Context: an optimization exercise on an open-source flow, tuned for small area. The choices shown serve that exercise and are no tape-out recipe. The RTL was checked by simulation tests, not by an equivalence proof against the original design. Power figures rest on the tool's default switching activity, not on a simulated workload.

File: design/flow/flow/run.sh
#!/bin/bash
# Own layout flow: the standard ORFS flow (standard.sh) with three
# changes made through the environment, nothing else:
#  - synthesis maps the combinational logic with an area-oriented ABC script
#    (flow/abc_map.script in place of ORFS's abc_speed.script).  The rest of
#    the synthesis is the standard one (same Yosys passes, flip-flop mapping,
#    flattening and renaming), so the registers are the standard synthesis's;
#  - the port buffers that global placement inserts are the smallest plain
#    buffer (sky130_fd_sc_hd__buf_1); every input and output port still gets
#    its own buffer;
#  - clock tree synthesis clusters up to 30 sinks within 60 um per leaf
#    buffer and inserts no dummy loads, so the tree needs fewer buffers.
# The make output goes to standard_flow.log; ORFS keeps each tool's own log
# under orfs/logs.
set -euo pipefail
cd "$(dirname "$0")/.."
rm -rf orfs_scripts
cp -r "$FLOW_HOME/scripts" orfs_scripts
cp flow/abc_map.script orfs_scripts/abc_speed.script
export SCRIPTS_DIR="$PWD/orfs_scripts"
export BUFFER_PORTS_ARGS="-buffer_cell sky130_fd_sc_hd__buf_1"
export CTS_ARGS="-sink_clustering_enable -repair_clock_nets -dont_use_dummy_load -sink_clustering_size 30 -sink_clustering_max_diameter 60"
bash ./standard.sh > standard_flow.log 2>&1
File: design/flow/standard.sh
#!/bin/bash
# synth_recipe.tcl (not shown) runs the flow's synth.tcl, then flattens the netlist and writes it again
# the make line also repeats each setting of config.mk as NAME=value (left out here)
make -C /OpenROAD-flow-scripts/flow DESIGN_CONFIG=/design/flow/config.mk WORK_HOME=/design/flow/orfs CLKGATE_MAP_FILE= SYNTH_SCRIPT=/design/flow/synth_recipe.tcl "${@:-finish}"
File: design/flow/flow/abc_map.script
&get -n
&st
&synch2
&nf -a -R 1000
&st
&dch
&nf -a -R 1000
&st
&dch
&nf -a -R 1000
&put
topo
stime -c
File: design/flow/constraint.sdc
create_clock -name core_clock -period 12.0 [get_ports {clk}]
set_input_delay 2.4000 -clock core_clock [delete_from_list [all_inputs] [get_ports {clk}]]
set_output_delay 2.4000 -clock core_clock [all_outputs]
set_load 0.01 [all_outputs]
File: design/flow/design.v
module sio_engine (
    input  wire        clk,
    input  wire        rst,
    input  wire        rx_valid,
    input  wire        rx_err,
    input  wire [15:0] rx_word,
    output wire        rx_ready,
    output wire        tx_valid,
    output wire [7:0]  tx_byte,
    input  wire        tx_ready,
    output wire        div_valid,
    output wire [15:0] div_value,
    input  wire        mnt_valid,
    input  wire [3:0]  mnt_unit,
    input  wire        mnt_mount,
    input  wire        mnt_fixed,
    input  wire [1:0]  mnt_ssize,
    input  wire        mnt_ro,
    input  wire        mnt_first_valid,
    input  wire        mnt_blk512,
    input  wire [15:0] mnt_scount,
    input  wire [31:0] mnt_base,
    input  wire [31:0] mnt_len,
    output wire        idle,
    output wire        mem_req,
    output wire        mem_we,
    output wire [3:0]  mem_store,
    output wire [31:0] mem_addr,
    output wire [7:0]  mem_wdata,
    input  wire        mem_ack,
    input  wire [7:0]  mem_rdata,
    output wire        buf_en,
    output wire        buf_we,
    output wire [8:0]  buf_addr,
    output wire [7:0]  buf_wdata,
    input  wire [7:0]  buf_rdata
);
    localparam [7:0]  CC_SPEED     = 8'h3F;
    localparam [7:0]  CC_FORMAT_SD = 8'h21;
    localparam [7:0]  CC_FORMAT_ED = 8'h22;
    localparam [7:0]  CC_PERCOM    = 8'h4E;
    localparam [7:0]  CC_FMC       = 8'h4D;
    localparam [7:0]  CC_STATUS    = 8'h53;
    localparam [7:0]  CC_READ      = 8'h52;
    localparam [7:0]  CC_WRITE     = 8'h50;
    localparam [7:0]  CC_WRITE_V   = 8'h57;
    localparam [2:0] H_NONE   = 3'd0;
    localparam [2:0] H_SPEED  = 3'd1;
    localparam [2:0] H_FORMAT = 3'd2;
    localparam [2:0] H_PERCOM = 3'd3;
    localparam [2:0] H_FMC    = 3'd4;
    localparam [2:0] H_STATUS = 3'd5;
    localparam [2:0] H_READ   = 3'd6;
    localparam [2:0] H_WRITE  = 3'd7;
    localparam [1:0] T_ACK = 2'd0;     
    localparam [1:0] T_NAK = 2'd1;     
    localparam [1:0] T_CMP = 2'd2;     
    localparam [1:0] T_ERR = 2'd3;     
    localparam [4:0] S_CLR    = 5'd0;    
    localparam [4:0] S_RX     = 5'd1;    
    localparam [4:0] S_INS    = 5'd2;    
    localparam [4:0] S_CHK    = 5'd3;    
    localparam [4:0] S_BUFC   = 5'd4;    
    localparam [4:0] S_SEC    = 5'd5;    
    localparam [4:0] S_MEM    = 5'd6;    
    localparam [4:0] S_BRD    = 5'd7;    
    localparam [4:0] S_FMT_BUF= 5'd8;    
    localparam [4:0] S_WR_RX  = 5'd9;    
    localparam [4:0] S_WR_CK  = 5'd10;   
    localparam [4:0] S_REP    = 5'd11;   
    localparam [4:0] S_REP_RD = 5'd12;   
    localparam [4:0] S_REP_TX = 5'd13;   
    localparam [4:0] S_REP_CK = 5'd14;   
    localparam [4:0] S_NEWDIV = 5'd15;   
    function [7:0] cks_add;
        input [7:0] a;
        input [7:0] b;
        reg   [8:0] s;
        begin
            s       = {1'b0, a} + {1'b0, b};
            cks_add = s[7:0] + {7'd0, s[8]};
        end
    endfunction
    localparam W = 69;
    reg [W-1:0] ring [0:14];
    reg [3:0]   hc;                
    wire [W-1:0] head = ring[14];
    wire        h_div    = head[68];
    wire [3:0]  h_code   = head[67:64];
    wire        h_ro     = head[63];
    wire [15:0] h_scount = head[62:47];
    wire [30:0] h_base   = head[46:16];
    wire [15:0] h_m      = head[15:0];
    wire        h_mnt    = |h_code;
    wire        h_blk    = (h_code[3:2] == 2'd3);
    wire        h_fixed  = h_blk | h_code[0];
    wire [1:0]  h_ss     = h_blk ? {1'b0, h_code[0]} : h_code[3:2];
    wire        h_b256   = (h_code[3:2] == 2'd1) && !h_code[0];
    wire        h_fv     = h_b256 | h_code[1];
    reg [4:0]  state;
    reg [2:0]  pos;
    reg        sending;        
    reg [1:0]  tcode;
    reg [3:0]  du;             
    reg        devok;          
    reg [2:0]  hdl;
    reg        wv;             
    reg        vphase;         
    reg        success;
    reg [15:0] sec;
    reg [8:0]  bi;
    reg [7:0]  acc;
    reg [31:0] ma;
    reg        w_fixed;        
    reg [1:0]  w_ss;           
    reg        w_blk;
    reg        w_fv;           
    reg        w_ro;           
    wire here = (hc == du);
    wire [32:0] md     = {1'b0, mnt_len} - {2'b0, 1'b0, mnt_base[30:0]};
    wire        m_b256 = !mnt_fixed && (mnt_ssize == 2'd1);
    wire [24:0] mdec   = md[31:7] - 25'd1;
    reg  [24:0] mq;
    always @(*) begin
        if (m_b256)
            mq = {1'b0, mdec[24:1]};
        else if (mnt_blk512 || mnt_ssize == 2'd2)
            mq = {2'd0, md[31:9]};
        else if (mnt_ssize == 2'd1)
            mq = {1'd0, md[31:8]};
        else
            mq = md[31:7];
    end
    wire        m_small = m_b256 && (md[31:9] == 23'd0) && (md[8:7] != 2'd3);
    wire [15:0] m_bound = md[32]          ? 16'd0 :
                          m_small         ? {15'd0, md[8]} :
                          (mq[24:16] != 9'd0) ? 16'hFFFF : mq[15:0];
    wire        m_kb    = !md[32] && (!m_small || md[7]);
    wire [3:0]  m_code  = !mnt_mount  ? 4'd0 :
                          mnt_blk512  ? {2'd3, mnt_first_valid, mnt_ssize[0]} :
                          m_b256      ? {2'd1, m_kb, 1'b0} :
                                        {mnt_ssize, mnt_first_valid, mnt_fixed};
    wire        b256   = !w_fixed && (w_ss == 2'd1);
    wire        boot   = (sec[15:2] == 14'd0);
    wire [16:0] rc     = {1'b0, sec} + {1'b0, ~h_scount} + {16'd0, !h_fv};
    wire        in_range = !rc[16] && !(h_fv && sec == 16'd0);
    wire        nb256  = h_b256 && !boot;
    wire [15:0] qv     = sec - (nb256 ? 16'd3 : {15'd0, h_fv});
    wire [1:0]  kboot  = (h_m[15:1] != 15'd0) ? 2'd3 : {h_m[0], h_code[1]};
    wire        fits   = (h_b256 && boot) ? (qv[1:0] < kboot) : (qv < h_m);
    reg  [17:0] mofs;             
    always @(*) begin
        if (h_b256)
            mofs = boot ? {2'd0, qv} : {1'b0, qv, 1'b1};
        else if (h_blk || h_ss == 2'd2)
            mofs = {qv, 2'b00};
        else if (h_ss == 2'd1)
            mofs = {1'b0, qv, 1'b0};
        else
            mofs = {2'd0, qv};
    end
    wire [24:0] phys_hi = {1'b0, h_base[30:7]} + {7'd0, mofs};
    wire [1:0]  ssz    = (b256 && boot) ? 2'd0 : w_ss;
    wire        last_sz = (bi[6:0] == 7'h7F) &&
                          ((ssz == 2'd0) || (ssz == 2'd1 && bi[7]) || (bi[8:7] == 2'b11));
    wire        last_ss = (bi[6:0] == 7'h7F) &&
                          ((w_ss == 2'd0) || (w_ss == 2'd1 && bi[7]) || (bi[8:7] == 2'b11));
    wire [1:0]  strsh  = w_blk ? ((w_ss == 2'd0) ? 2'd2 : 2'd1) : 2'd0;
    reg [2:0] lk;
    always @(*) begin
        case (rx_word[7:0])
            CC_SPEED:     lk = H_SPEED;
            CC_FORMAT_SD: lk = H_FORMAT;
            CC_FORMAT_ED: lk = H_FORMAT;
            CC_PERCOM:    lk = H_PERCOM;
            CC_FMC:       lk = H_FMC;
            CC_STATUS:    lk = H_STATUS;
            CC_READ:      lk = H_READ;
            CC_WRITE:     lk = H_WRITE;
            CC_WRITE_V:   lk = H_WRITE;
            default:      lk = H_NONE;
        endcase
    end
    reg permitted;
    always @(*) begin
        case (hdl)
            H_FORMAT: permitted = !h_ro;
            H_READ:   permitted = in_range;
            H_WRITE:  permitted = !h_ro && in_range;
            H_NONE:   permitted = 1'b0;
            default:  permitted = 1'b1;
        endcase
    end
    reg [7:0] cbyte;
    reg       clast;
    always @(*) begin
        cbyte = 8'h00;
        clast = 1'b0;
        case (hdl)
            H_SPEED: begin cbyte = 8'h06; clast = 1'b1; end
            H_PERCOM: begin
                clast = (bi[3:0] == 4'd11);
                case (bi[3:0])
                    4'd0:  cbyte = 8'h01;
                    4'd1:  cbyte = 8'h03;
                    4'd2:  cbyte = h_scount[15:8];
                    4'd3:  cbyte = h_scount[7:0];
                    4'd5:  cbyte = (w_ss == 2'd0) ? 8'h00 : 8'h04;
                    4'd6:  cbyte = {6'd0, w_ss == 2'd2, w_ss == 2'd1};
                    4'd7:  cbyte = {w_ss == 2'd0, 7'd0};
                    4'd8:  cbyte = 8'hFF;
                    default: cbyte = 8'h00;
                endcase
            end
            default: begin    
                clast = (bi[1:0] == 2'd3);
                case (bi[1:0])
                    2'd0: cbyte = {(w_ss == 2'd0) && (h_scount == 16'd1040), 1'b0,
                                   w_ss == 2'd1, 1'b0, h_ro, 3'd0};
                    2'd1: cbyte = 8'hFF;
                    2'd2: cbyte = 8'hE0;
                    default: cbyte = 8'h00;
                endcase
            end
        endcase
    end
    wire rep_last = (hdl == H_FORMAT) ? last_ss :
                    (hdl == H_READ)   ? last_sz : clast;
    wire [7:0] cks_in  = (state == S_REP_TX) ? buf_rdata : rx_word[7:0];
    wire [7:0] cks_sum = cks_add(acc, cks_in);
    wire rx_state = (state == S_RX) || (state == S_WR_RX) || (state == S_WR_CK);
    assign rx_ready  = rx_state && !sending;
    wire   rx_take   = rx_valid && rx_ready;
    assign tx_valid  = sending || (state == S_REP_TX) || (state == S_REP_CK);
    assign tx_byte   = (state == S_REP_TX) ? buf_rdata :
                       (state == S_REP_CK) ? acc :
                       {4'h4, tcode[1] ? {1'b0, tcode[0], !tcode[0], 1'b1}
                                       : {tcode[0], tcode[0], tcode[0], !tcode[0]}};
    wire chk_go   = (state == S_CHK) && !sending && (du == 4'd0 || here);
    wire newdiv   = (state == S_NEWDIV) && !sending && (hdl == H_SPEED);
    wire clr_div  = (state == S_CLR) && (hc == 4'd1);
    assign div_valid = (chk_go && du != 4'd0) || newdiv || clr_div;
    wire   div_fast  = newdiv || (h_div && !clr_div);
    assign div_value = {10'd0, !div_fast, 1'b0, !div_fast, div_fast, div_fast, 1'b0};
    assign idle      = (state == S_RX) && (pos == 3'd1) && !sending;
    assign mem_req   = (state == S_MEM);
    wire   fmt       = (hdl == H_FORMAT);
    assign mem_we    = fmt || (hdl == H_WRITE && !vphase);
    assign mem_store = w_fixed ? 4'd0 : du;
    assign mem_addr  = ma;
    assign mem_wdata = fmt ? 8'h00 : buf_rdata;
    reg        b_en, b_we;
    reg [7:0]  b_wdata;
    always @(*) begin
        b_en = 1'b0; b_we = 1'b0; b_wdata = 8'h00;
        case (state)
            S_BUFC:    begin b_en = here; b_we = 1'b1; b_wdata = cbyte; end
            S_FMT_BUF: begin b_en = 1'b1; b_we = 1'b1; b_wdata = (bi[8:1] == 8'd0) ? 8'hFF : 8'h00; end
            S_MEM:     begin b_en = mem_ack && (hdl == H_READ); b_we = 1'b1; b_wdata = mem_rdata; end
            S_WR_RX:   begin b_en = rx_valid && !rx_err; b_we = 1'b1; b_wdata = rx_word[7:0]; end
            S_BRD, S_REP_RD: b_en = 1'b1;
            default: ;
        endcase
    end
    assign buf_en    = b_en && !sending && !rst;
    assign buf_we    = b_we;
    assign buf_addr  = bi[8:0];
    assign buf_wdata = b_wdata;
    wire ins = (state == S_CLR) || ((state == S_INS) && here);
    wire set_fast = chk_go && devok && (hdl == H_SPEED) && h_mnt && du != 4'd0;
    wire [W-1:0] ins_entry = {1'b0, w_ss, w_fv, w_fixed, w_ro, sec, ma[30:0], acc, bi[7:0]};
    wire [W-1:0] pass_entry = {h_div | set_fast, head[W-2:0]};
    integer k;
    always @(posedge clk) begin
        ring[0] <= ins ? ins_entry : pass_entry;
        for (k = 1; k < 15; k = k + 1)
            ring[k] <= ring[k-1];
    end
    always @(posedge clk) begin
        if (rst || hc == 4'd15)
            hc <= 4'd1;
        else
            hc <= hc + 4'd1;
    end
    always @(posedge clk) begin
        if (rst) begin
            state   <= S_CLR;
            pos     <= 3'd1;
            sending <= 1'b0;
            w_fixed <= 1'b0;
            w_ss    <= 2'd0;
            w_fv    <= 1'b0;
        end else if (sending) begin
            if (tx_ready)
                sending <= 1'b0;
        end else begin
            case (state)
                S_CLR: begin
                    if (hc == 4'd15)
                        state <= S_RX;
                end
                S_RX: begin
                    if (rx_valid) begin
                        if (rx_err || rx_word[15:8] != {5'd0, pos}) begin
                            pos <= 3'd1;
                        end else begin
                            acc <= (pos == 3'd1) ? rx_word[7:0] : cks_sum;
                            case (pos)
                                3'd1: begin
                                    du    <= rx_word[3:0];
                                    devok <= (rx_word[7:4] == 4'h3);
                                end
                                3'd2: begin
                                    hdl <= lk;
                                    wv  <= (rx_word[7:0] == CC_WRITE_V);
                                end
                                3'd3: sec[7:0]  <= rx_word[7:0];
                                3'd4: sec[15:8] <= rx_word[7:0];
                                default: ;
                            endcase
                            if (pos == 3'd5) begin
                                pos <= 3'd1;
                                if (rx_word[7:0] != acc) begin
                                    tcode   <= T_NAK;
                                    sending <= 1'b1;
                                end else begin
                                    state <= S_CHK;
                                end
                            end else begin
                                pos <= pos + 3'd1;
                            end
                        end
                    end else if (mnt_valid && pos == 3'd1 && mnt_unit != 4'd0) begin
                        du      <= mnt_unit;
                        w_fixed <= m_code[0];
                        w_ss    <= m_code[3:2];
                        w_fv    <= m_code[1];
                        w_ro    <= mnt_ro;
                        sec     <= mnt_scount;
                        ma      <= {1'b0, mnt_base[30:0]};
                        acc     <= m_bound[15:8];
                        bi      <= {1'd0, m_bound[7:0]};
                        state   <= S_INS;
                    end
                end
                S_INS: begin
                    if (here)
                        state <= S_RX;
                end
                S_CHK: begin
                    if (chk_go) begin
                        if (!devok) begin
                            state <= S_RX;
                        end else if (du == 4'd0 || !h_mnt || !permitted) begin
                            tcode   <= T_ERR;
                            sending <= 1'b1;
                            state   <= S_RX;
                        end else begin
                            tcode   <= T_ACK;
                            sending <= 1'b1;
                            w_fixed <= h_fixed;
                            w_ss    <= h_ss;
                            w_blk   <= h_blk;
                            success <= 1'b1;
                            vphase  <= 1'b0;
                            bi      <= 9'd0;
                            acc     <= 8'd0;
                            case (hdl)
                                H_SPEED, H_PERCOM, H_STATUS: state <= S_BUFC;
                                H_FMC:    state <= S_REP;
                                H_FORMAT: begin
                                    sec   <= {15'd0, h_fv};
                                    state <= S_SEC;
                                end
                                H_READ:   state <= S_SEC;
                                default:  state <= S_WR_RX;
                            endcase
                        end
                    end
                end
                S_BUFC: begin
                    if (here) begin
                        if (clast) begin
                            bi    <= 9'd0;
                            state <= S_REP;
                        end else begin
                            bi <= bi + 9'd1;
                        end
                    end
                end
                S_SEC: begin
                    if (here) begin
                        bi <= 9'd0;
                        ma <= {phys_hi, h_base[6:0]};
                        if (fmt) begin
                            if (!in_range) begin
                                state <= S_FMT_BUF;
                            end else if (!fits) begin
                                success <= 1'b0;
                                state   <= S_FMT_BUF;
                            end else begin
                                state <= S_MEM;
                            end
                        end else if (!fits) begin
                            success <= 1'b0;
                            state   <= S_REP;
                        end else begin
                            state <= (hdl == H_READ) ? S_MEM : S_BRD;
                        end
                    end
                end
                S_BRD: state <= S_MEM;
                S_MEM: begin
                    if (mem_ack) begin
                        if (hdl == H_WRITE && vphase && mem_rdata != buf_rdata)
                            success <= 1'b0;
                        if (last_sz) begin
                            bi <= 9'd0;
                            if (fmt) begin
                                sec   <= sec + 16'd1;
                                state <= S_SEC;
                            end else if (hdl == H_WRITE && wv && !vphase) begin
                                vphase <= 1'b1;
                                state  <= S_SEC;
                            end else begin
                                state <= S_REP;
                            end
                        end else begin
                            bi <= bi + 9'd1;
                            ma <= ma + ({29'd0, 3'd1} << strsh);
                            if (hdl == H_WRITE)
                                state <= S_BRD;
                        end
                    end
                end
                S_FMT_BUF: begin
                    if (last_ss) begin
                        bi    <= 9'd0;
                        state <= S_REP;
                    end else begin
                        bi <= bi + 9'd1;
                    end
                end
                S_WR_RX: begin
                    if (rx_valid) begin
                        if (rx_err) begin
                            state <= S_RX;
                        end else begin
                            acc <= cks_sum;
                            if (last_sz) begin
                                state <= S_WR_CK;
                            end else begin
                                bi <= bi + 9'd1;
                            end
                        end
                    end
                end
                S_WR_CK: begin
                    if (rx_valid) begin
                        if (rx_err) begin
                            state <= S_RX;
                        end else if (rx_word[7:0] != acc) begin
                            tcode   <= T_NAK;
                            sending <= 1'b1;
                            state   <= S_RX;
                        end else begin
                            tcode   <= T_ACK;
                            sending <= 1'b1;
                            state   <= S_SEC;
                        end
                    end
                end
                S_REP: begin
                    tcode   <= success ? T_CMP : T_ERR;
                    sending <= 1'b1;
                    acc     <= 8'd0;
                    bi      <= 9'd0;
                    state   <= (hdl == H_FMC || hdl == H_WRITE) ? S_NEWDIV : S_REP_RD;
                end
                S_REP_RD: state <= S_REP_TX;
                S_REP_TX: begin
                    if (tx_ready) begin
                        acc <= cks_sum;
                        bi  <= bi + 9'd1;
                        state <= rep_last ? S_REP_CK : S_REP_RD;
                    end
                end
                S_REP_CK: begin
                    if (tx_ready)
                        state <= S_NEWDIV;
                end
                default: begin    
                    state <= S_RX;
                end
            endcase
        end
    end
endmodule
File: design/flow/config.mk
export PLATFORM = sky130hd
export DESIGN_NAME = sio_engine
export DESIGN_NICKNAME = sio_engine
export VERILOG_FILES = /design/flow/design.v
export SDC_FILE = /design/flow/constraint.sdc
export NUM_CORES = 4
export LEC_CHECK = 0
export CAP_MARGIN = 20
export CORE_MARGIN = 2
export CORE_UTILIZATION = 60
export PLACE_DENSITY = 0.75
export SLEW_MARGIN = 20
==> results of run 1 <==
==> final timing paths <==
kind / from / to / slack [ps] / depth (start not counted)
setup / recovery: sec[9]$_DFFE_PP_ / ma[30]$_DFFE_PP_ / 3910 / 35
hold / removal: ring[1][66]$_DFF_P_ / ring[2][66]$_DFF_P_ / 250 / 0
setup reg to reg: sec[9]$_DFFE_PP_ / ma[30]$_DFFE_PP_ / 3910 / 35
hold reg to reg: ring[1][66]$_DFF_P_ / ring[2][66]$_DFF_P_ / 250 / 0
==> cells in the mapped netlist, types with 17 or more instances <==
cell,number,share of area
a211oi_1,18,0.0039
a21o_1,31,0.0068
a21oi_1,191,0.028
a22oi_1,23,0.0050
a31oi_1,32,0.0058
and2_0,29,0.0053
and3_1,30,0.0055
buf_4,54,0.012
clkinv_1,116,0.013
dfxtp_1,1051,0.61
edfxtp_1,80,0.070
ha_1,113,0.041
mux2_1,38,0.012
mux2i_1,17,0.0050
nand2_1,190,0.021
nand2b_1,23,0.0042
nand3_1,53,0.0077
nand4_1,29,0.0053
nor2_1,183,0.020
nor2b_1,35,0.0064
nor3_1,70,0.010
nor4_1,17,0.0031
o21ai_0,165,0.024
o22ai_1,41,0.0075
o31ai_1,18,0.0039
xnor2_1,68,0.017
xor2_1,29,0.0074
==> placed cells by master (no fill, tap or decap), drive strengths merged, types with 7 or more instances in the layout <==
cell	netlist	routed
a21oi	191	191
and2	29	29
or2	8	8
o221ai	8	8
clkbuf	0	53
nand4	29	29
nor3	70	70
a21o	31	31
nand2b	23	23
o31ai	18	18
or3	14	14
buf	54	227
and3	30	30
o32ai	12	12
o211ai	14	14
o22ai	41	41
clkinv	116	116
xor2	29	29
o21ai	165	165
mux2i	17	17
nor2b	35	35
conb	1	13
a22oi	23	23
xnor2	68	68
nand2	190	190
edfxtp	80	80
and4	7	7
mux2	38	38
nor4	17	17
nor2	183	183
a211oi	18	18
ha	113	113
nand3	53	53
a221oi	7	7
dfxtp	1051	1051
a31oi	32	32
o21bai	7	7
nor3b	8	8
==> cell families (layout without fill, tap and decap cells) <==
kind of cell    after synthesis  after routing
compound gates              615            615
fa+ha+maj                   117            117
other cells                   1             13
buf+inv                     170            396
mux                          55             55
simple gates                710            710
xor+xnor                     97             97
flops                      1131           1131
==> per-stage QoR <==
step	util	power, W
final	0.659	0.00954
after global routing	0.659	0.00996
after global placement	0.636	0.00752
after floorplan	-	0.00689
after CTS	0.659	0.00957
after detailed placement	0.636	0.00769
==> state kept, by name, indices dropped and copies added, names as in the netlist <==
name     count
wv           1
du           4
tcode        2
ring      1035
w_blk        1
w_fixed      1
w_fv         1
success      1
sec         16
bi           9
sending      1
w_ro         1
acc          8
hc           4
hdl          3
state        4
w_ss         2
pos          3
vphase       1
ma          32
devok        1
==> critical path, delay by kind of cell (launching register included) <==
| kind | cells | cell delay (ps) |
|---|---|---|
| XOR/XNOR | 1 | 260 |
| AND/OR/NAND/NOR | 25 | 4760 |
| buffers and inverters | 1 | 270 |
| flip-flops | 1 | 580 |
| adder cells (fa/ha/maj) | 2 | 590 |
| AO/OA/AOI/OAI | 6 | 1410 |
==> per-layer routing <==
layer | routed length, microns | track usage | part of all wire | vias to the layer above
met5 | 40 | 0 | 0.00045 | -
met4 | 3420 | 0.110 | 0.039 | 6
met3 | 6210 | 0.0458 | 0.070 | 197
met2 | 41300 | 0.483 | 0.46 | 949
met1 | 37900 | 0.403 | 0.43 | 10800
li1 | - | - | - | 10500
==> power breakdown <==
part / switching [W] / leakage [nW] / total, W / internal (W)
sequential: 0.000664 / 9.55 / 0.00617 / 0.00550
combinational: 0.000996 / 4.43 / 0.00152 / 0.000529
clock: 0.00108 / 0.641 / 0.00185 / 0.000773
total: 0.00274 / 14.6 / 0.00954 / 0.00681
==> final cells by class <==
type | count | share of cell area
inverters | 116 | 0.0117
flip-flops and latches | 1131 | 0.630
multi-input cells | 1607 | 0.273
repair buffers | 228 | 0.0249
well taps | 756 | 0.0254
clock buffers | 52 | 0.0350
==> results.tsv, run 1 <==
metric	value	unit
status	no timing/DRC/antenna violations	
drt wl/cell	22.8	microns
Synth Area in XOR/XNOR	0.0247	
Max Clock Skew	97.2	ps
FF/Latch Area	0.0234	sq mm
multiplexer share of the synthesized area	0.0174	
total length of routed wires	88800	microns
CP arrival	8470	ps
Slew Viols, Final	0	
fill count	4123	
I/O pins	223	
Finished Cell Area	0.0372	sq mm
hold buffers post-CTS	0	
Core Box Area	0.0565	sq mm
Row Count	87	
Min Clock Period, post-route	8090	ps
Tot GR Track Use	0.297	
Final ANT Viol Nets	0	
area occupied by multi-input gates	0.0102	sq mm
post-route DRC violation count	0	
clk sink count	1131	
share of post-route cells with drive strength above 1	0.0252	
register bit total from synthesis	1131	
root buffer cell	clkbuf_16	
synthesis-to-finish area growth	8.29	%
# diodes	0	
Slew headroom	0.227	
CTS resizes	0	
detailed placement HPWL	64300	microns
via count	22500	
Initial Util	0.608	
antenna violations before repair	3	
vias in the first global route	22500	
# placed instances	3838	
slowest stage delay, CP	650	ps
fin cells	3890	
leakage	14.6	nW
grt ovf	0	
Setup CP Type	reg -> reg	
DRT Pass-1 Iters	8	
worst hold slack	252	ps
Worst Setup End Kind	flop	
final worst slack	3910	ps
Final Hold Viols	0	
worst slack at placement	3720	ps
Peak supply drop	0.189	mV
P per Cell Area	256	mW/mm^2
Worst-path clk slew	110	ps
main combinational cell family by area after synthesis	compound AO/OA/AOI/OAI gates	
full die area	0.0592	sq mm
Async SR Flop Fraction	0	
first-pass GRT wire length	134000	microns
critical path launch point type	flop	
number of max-cap violations	0	
GP Congestion	0.964	
Cell Area, Synth	0.0344	sq mm
Mean Syn Cell Area	11.9	sq um
Seq/Total Area, Yosys	0.682	
via density per instance	5.78	
Compound-Gate Fraction of Synth Area	0.109	
Critical Path RT	12390	ps
type of the most critical hold path	reg -> reg	
top_reg_cell synth	dfxtp_1	
Synth Area in Adders	0.0435	
RSZ-0062 raised after global routing	no	
Clock Tree Buf Depth	3	
Post-synth EDFFs	80	
Die Y-Extent	243	microns
cts bufs inserted	52	
simple-gate share of the synthesized area	0.0992	
CP max FO	12	
setup TNS	0	ps
Yosys cell types	61	
synth warn	2	
Fmax achieved	124	MHz
htree depth	2	
cell mode on critical path	nand2_1	
fin nets	3383	
number of buffers added for setup after CTS	0	
Worst path slowest cell	or4_1	
Syn Inst Count	2896	
fin crit share	0.674	
largest net degree at the start of global routing	85	
Final Setup Violations	0	
Die W	243	microns
Placed Area	0.0359	sq mm
Worst-Margin Slew	1150	ps
PortBufs	209	
CTS tree	yes	
insertion delay to the later sink of the worst-skew pair	650	ps
DRT iter0 DRCs	2282	
==> run 2: changes to the inputs <==
--- a/design/flow/design.v
+++ b/design/flow/design.v
@@ -116,4 +116,2 @@
     reg        w_blk;
-    reg        w_fv;           
-    reg        w_ro;           
     wire here = (hc == du);
@@ -270,3 +268,3 @@
     wire set_fast = chk_go && devok && (hdl == H_SPEED) && h_mnt && du != 4'd0;
-    wire [W-1:0] ins_entry = {1'b0, w_ss, w_fv, w_fixed, w_ro, sec, ma[30:0], acc, bi[7:0]};
+    wire [W-1:0] ins_entry = {1'b0, w_ss, wv, w_fixed, w_blk, sec, ma[30:0], acc, bi[7:0]};
     wire [W-1:0] pass_entry = {h_div | set_fast, head[W-2:0]};
@@ -291,3 +289,3 @@
             w_ss    <= 2'd0;
-            w_fv    <= 1'b0;
+            wv      <= 1'b0;
         end else if (sending) begin
@@ -336,4 +334,4 @@
                         w_ss    <= m_code[3:2];
-                        w_fv    <= m_code[1];
-                        w_ro    <= mnt_ro;
+                        wv      <= m_code[1];
+                        w_blk   <= mnt_ro;
                         sec     <= mnt_scount;
==> run 2 against run 1 <==
Compared with the run above: still clean on timing, DRC and antenna; global-route usage down 1.3 points; setup slack better by 19 ps; synthesized cell count increased by 0.21%; flip-flop and latch count fell by 2; power is 1.2% lower; clock power hardly changed; critical path depth down 12; largest cell class unchanged; highest routed layer is now met4.
==> results.tsv, run 2 <==
metric	value	unit
vias in the first global route	21800	
FF-to-FF End	ma[30]$_DFFE_PP_	
reg-to-reg startpoint	ring[14][67]$_DFF_P_	
worst hold slack	259	ps
Slew Viols, Final	0	
type of the most critical hold path	reg -> reg	
Syn Inst Count	2902	
synthesis-to-finish area growth	8.45	%
GP Congestion	0.902	
number of max-cap violations	0	
drt wl/cell	22.0	microns
root buffer cell	clkbuf_16	
Die W	243	microns
Initial Util	0.608	
clk sink count	1129	
Critical Path RT	12250	ps
total length of routed wires	86000	microns
Worst-path clk slew	100	ps
worst slack at placement	3550	ps
Placed Area	0.0359	sq mm
DRT Pass-1 Iters	6	
cts bufs inserted	52	
cell taking the most area after synthesis	dfxtp_1	
Final Setup Violations	0	
Async SR Flop Fraction	0	
Clock Tree Buf Depth	3	
Core Box Area	0.0564	sq mm
I/O pins	223	
first-pass GRT wire length	128000	microns
Max Clock Skew	99.1	ps
most frequent cells in the layout	dfxtp_1 (1051), nand2_1 (218), buf_1 (208)	
share of post-route cells with drive strength above 1	0.0264	
Tot GR Track Use	0.284	
fin crit share	0.672	
Row Count	87	
Die Y-Extent	243	microns
top_reg_cell synth	dfxtp_1	
Mean Syn Cell Area	11.8	sq um
Total Power Consumption	0.00943	W
Cell Area, Synth	0.0343	sq mm
hold buffers post-CTS	0	
Top Registers	ring: 1035 flops, ma: 32 flops, sec: 16 flops	
Final Hold Viols	0	
RSZ-0062 raised after global routing	no	
Finished Cell Area	0.0372	sq mm
P per Cell Area	254	mW/mm^2
post-route DRC violation count	0	
CTS resizes	0	
full die area	0.0591	sq mm
PortBufs	209	
setup TNS	0	ps
number of buffers added for setup after CTS	0	
fin nets	3393	
Largest Register	ring	
top cells by instance count after synthesis	dfxtp_1 (1051), nand2_1 (218), a21oi_1 (193)	
grt ovf	0	
top post-synthesis cells by area	dfxtp_1 (61%), edfxtp_1 (6.8%), ha_1 (4.1%), a21oi_1 (2.8%), o21ai_0 (2.4%)	
Slew headroom	0.296	
Yosys cell types	66	
hold wc startpoint	ring[10][7]$_DFF_P_	
Worst-Margin Slew	1050	ps
count leader, synth	dfxtp_1	
Yosys top cell area share	0.614	
commonest non-fill, non-tap cell in the layout	dfxtp_1	
status	no timing/DRC/antenna violations	
final worst slack	3930	ps
R2R depth	38	
Min Clock Period, post-route	8070	ps
htree depth	2	
CP max FO	16	
R2R Setup Slk	4130	ps
Final ANT Viol Nets	0	
Setup CP Type	in -> reg	
DRT iter0 DRCs	2100	
antenna violations before repair	0	
CTS tree	yes	
hold path endpoint	ring[11][7]$_DFF_P_	
Post-synth EDFFs	78	
Peak supply drop	0.207	mV
CP arrival	8320	ps
Seq/Total Area, Yosys	0.682	
via density per instance	5.72	
Fmax achieved	124	MHz
insertion delay to the later sink of the worst-skew pair	650	ps
critical path launch point type	primary input	
largest net degree at the start of global routing	70	
detailed placement HPWL	61700	microns
leakage	14.7	nW
Largest register FFs	1035	
register bit total from synthesis	1129	
# diodes	0	
fill count	4241	
Hold Path Depth	0	
Worst Setup End Kind	flop	
synth warn	2	
via count	22300	
[run 2: cell types whose count changed after synthesis, sizes merged, moves of 8 or more]
cell,change
nand2,+28
nor3,-25
xor2,+18
xnor2,-17
a22oi,-14
nand4,+13
nor2b,-13
a221oi,+12
and2,-10
clkinv,+10
a31oi,-8
[run 2: kinds of logic after synthesis]
group	share of synthesized area
AOI/OAI and AO/OA	0.110
xor gates and xnor gates	0.0250
adders and majority gates	0.0429
buffers and inverters	0.0256
DFF	0.682
muxes	0.0155
other	0.000109
and+or+nand+nor	0.0990
[run 2: area by class of cell]
class,count,area (sq um),share of cell area
well taps,756,946,0.0254
multi-input cells,1605,10100,0.272
clock buffers,52,1300,0.0350
inverters,126,473,0.0127
flip-flops and latches,1129,23400,0.629
repair buffers,234,973,0.0262
[run 2: worst max path at each step]
stage / start / endpoint / slack (ps) / cells after the start
after floorplan: state[3]$_SDFFE_PP0P_ / ring[0][16]$_DFF_P_ / 4580 / 3
after CTS: mnt_base[4] / acc[4]$_DFFE_PP_ / 4110 / 23
after global placement: mnt_base[4] / acc[7]$_DFFE_PP_ / 3630 / 23
after global routing: ring[14][67]$_DFF_P_ / ma[30]$_DFFE_PP_ / 3280 / 38
after detailed placement: mnt_base[4] / acc[0]$_DFFE_PP_ / 3550 / 24
final: mnt_base[4] / acc[4]$_DFFE_PP_ / 3930 / 23
[run 2: routing by layer]
metal	part of all wire	track usage	vias to the layer above	wire length, microns
met5	0	0	-	0
met4	0.044	0.120	0	3770
met3	0.059	0.0415	218	5050
met2	0.47	0.468	917	40100
met1	0.43	0.376	10700	37100
li1	-	-	10500	-
[run 2: worst max-delay path, cell delays in order]
cell and delay (ps):
buf_1 120, clkinv_1 90, ha_1 360, a21oi_1 320, o21ai_0 150, a41oi_1 320
nor3_1 130, or3_1 350, o21ai_0 190, xor2_1 540, nand4_1 320, nor2_1 390
nand3_1 190, or4_1 490, or3_1 370, nor3_1 200, xnor2_1 160, nand3_1 100
o21ai_0 160, nand2_1 340, a211o_1 370, a21oi_1 140, o22ai_1 110
[run 2: through the flow]
stage	std cells	utilization
6_report	3902	0.659
4_1_cts	3902	0.659
2_1_floorplan	2914	-
3_5_place_dp	3850	0.636
3_3_place_gp	3850	0.636
5_1_grt	3902	0.659
[run 2: report_power, final]
part / switching (W) / internal [W]
sequential: 0.000633 / 0.00551
clock: 0.00106 / 0.000773
combinational: 0.000931 / 0.000514
total: 0.00263 / 0.00680

-- separate check: timing with driven ports --
In the flow no input, the clock included, has a driving cell. The finished layouts below were timed again as built, in two steps.
Step 1 (the two cells are an assumption about what drives the block):
set clk [get_ports {clk}]
set_driving_cell -lib_cell sky130_fd_sc_hd__clkbuf_16 $clk
set_driving_cell -lib_cell sky130_fd_sc_hd__buf_2 [delete_from_list [all_inputs] $clk]
Step 2 times the ports against the registers' clock, not the clock port: input delays grow and output delays shrink by t, the midpoint of the rising clock arrivals with the driver on.
a / b / c = ideal / step 1 / step 2; a / b = the first two.
run | t, ns | setup slack, ns | worst slew at a driven data input, ns
run 1 | 0.650 | 3.915 / 3.915 / 3.574 | 0.09
run 2 | 0.668 | 3.934 / 3.976 / 3.308 | 0.06
After both steps setup and hold are still met in every run listed. For run 2, which loses most, drivers alone change the setup slack by +0.042 ns; drivers and shift together by -0.626 ns.
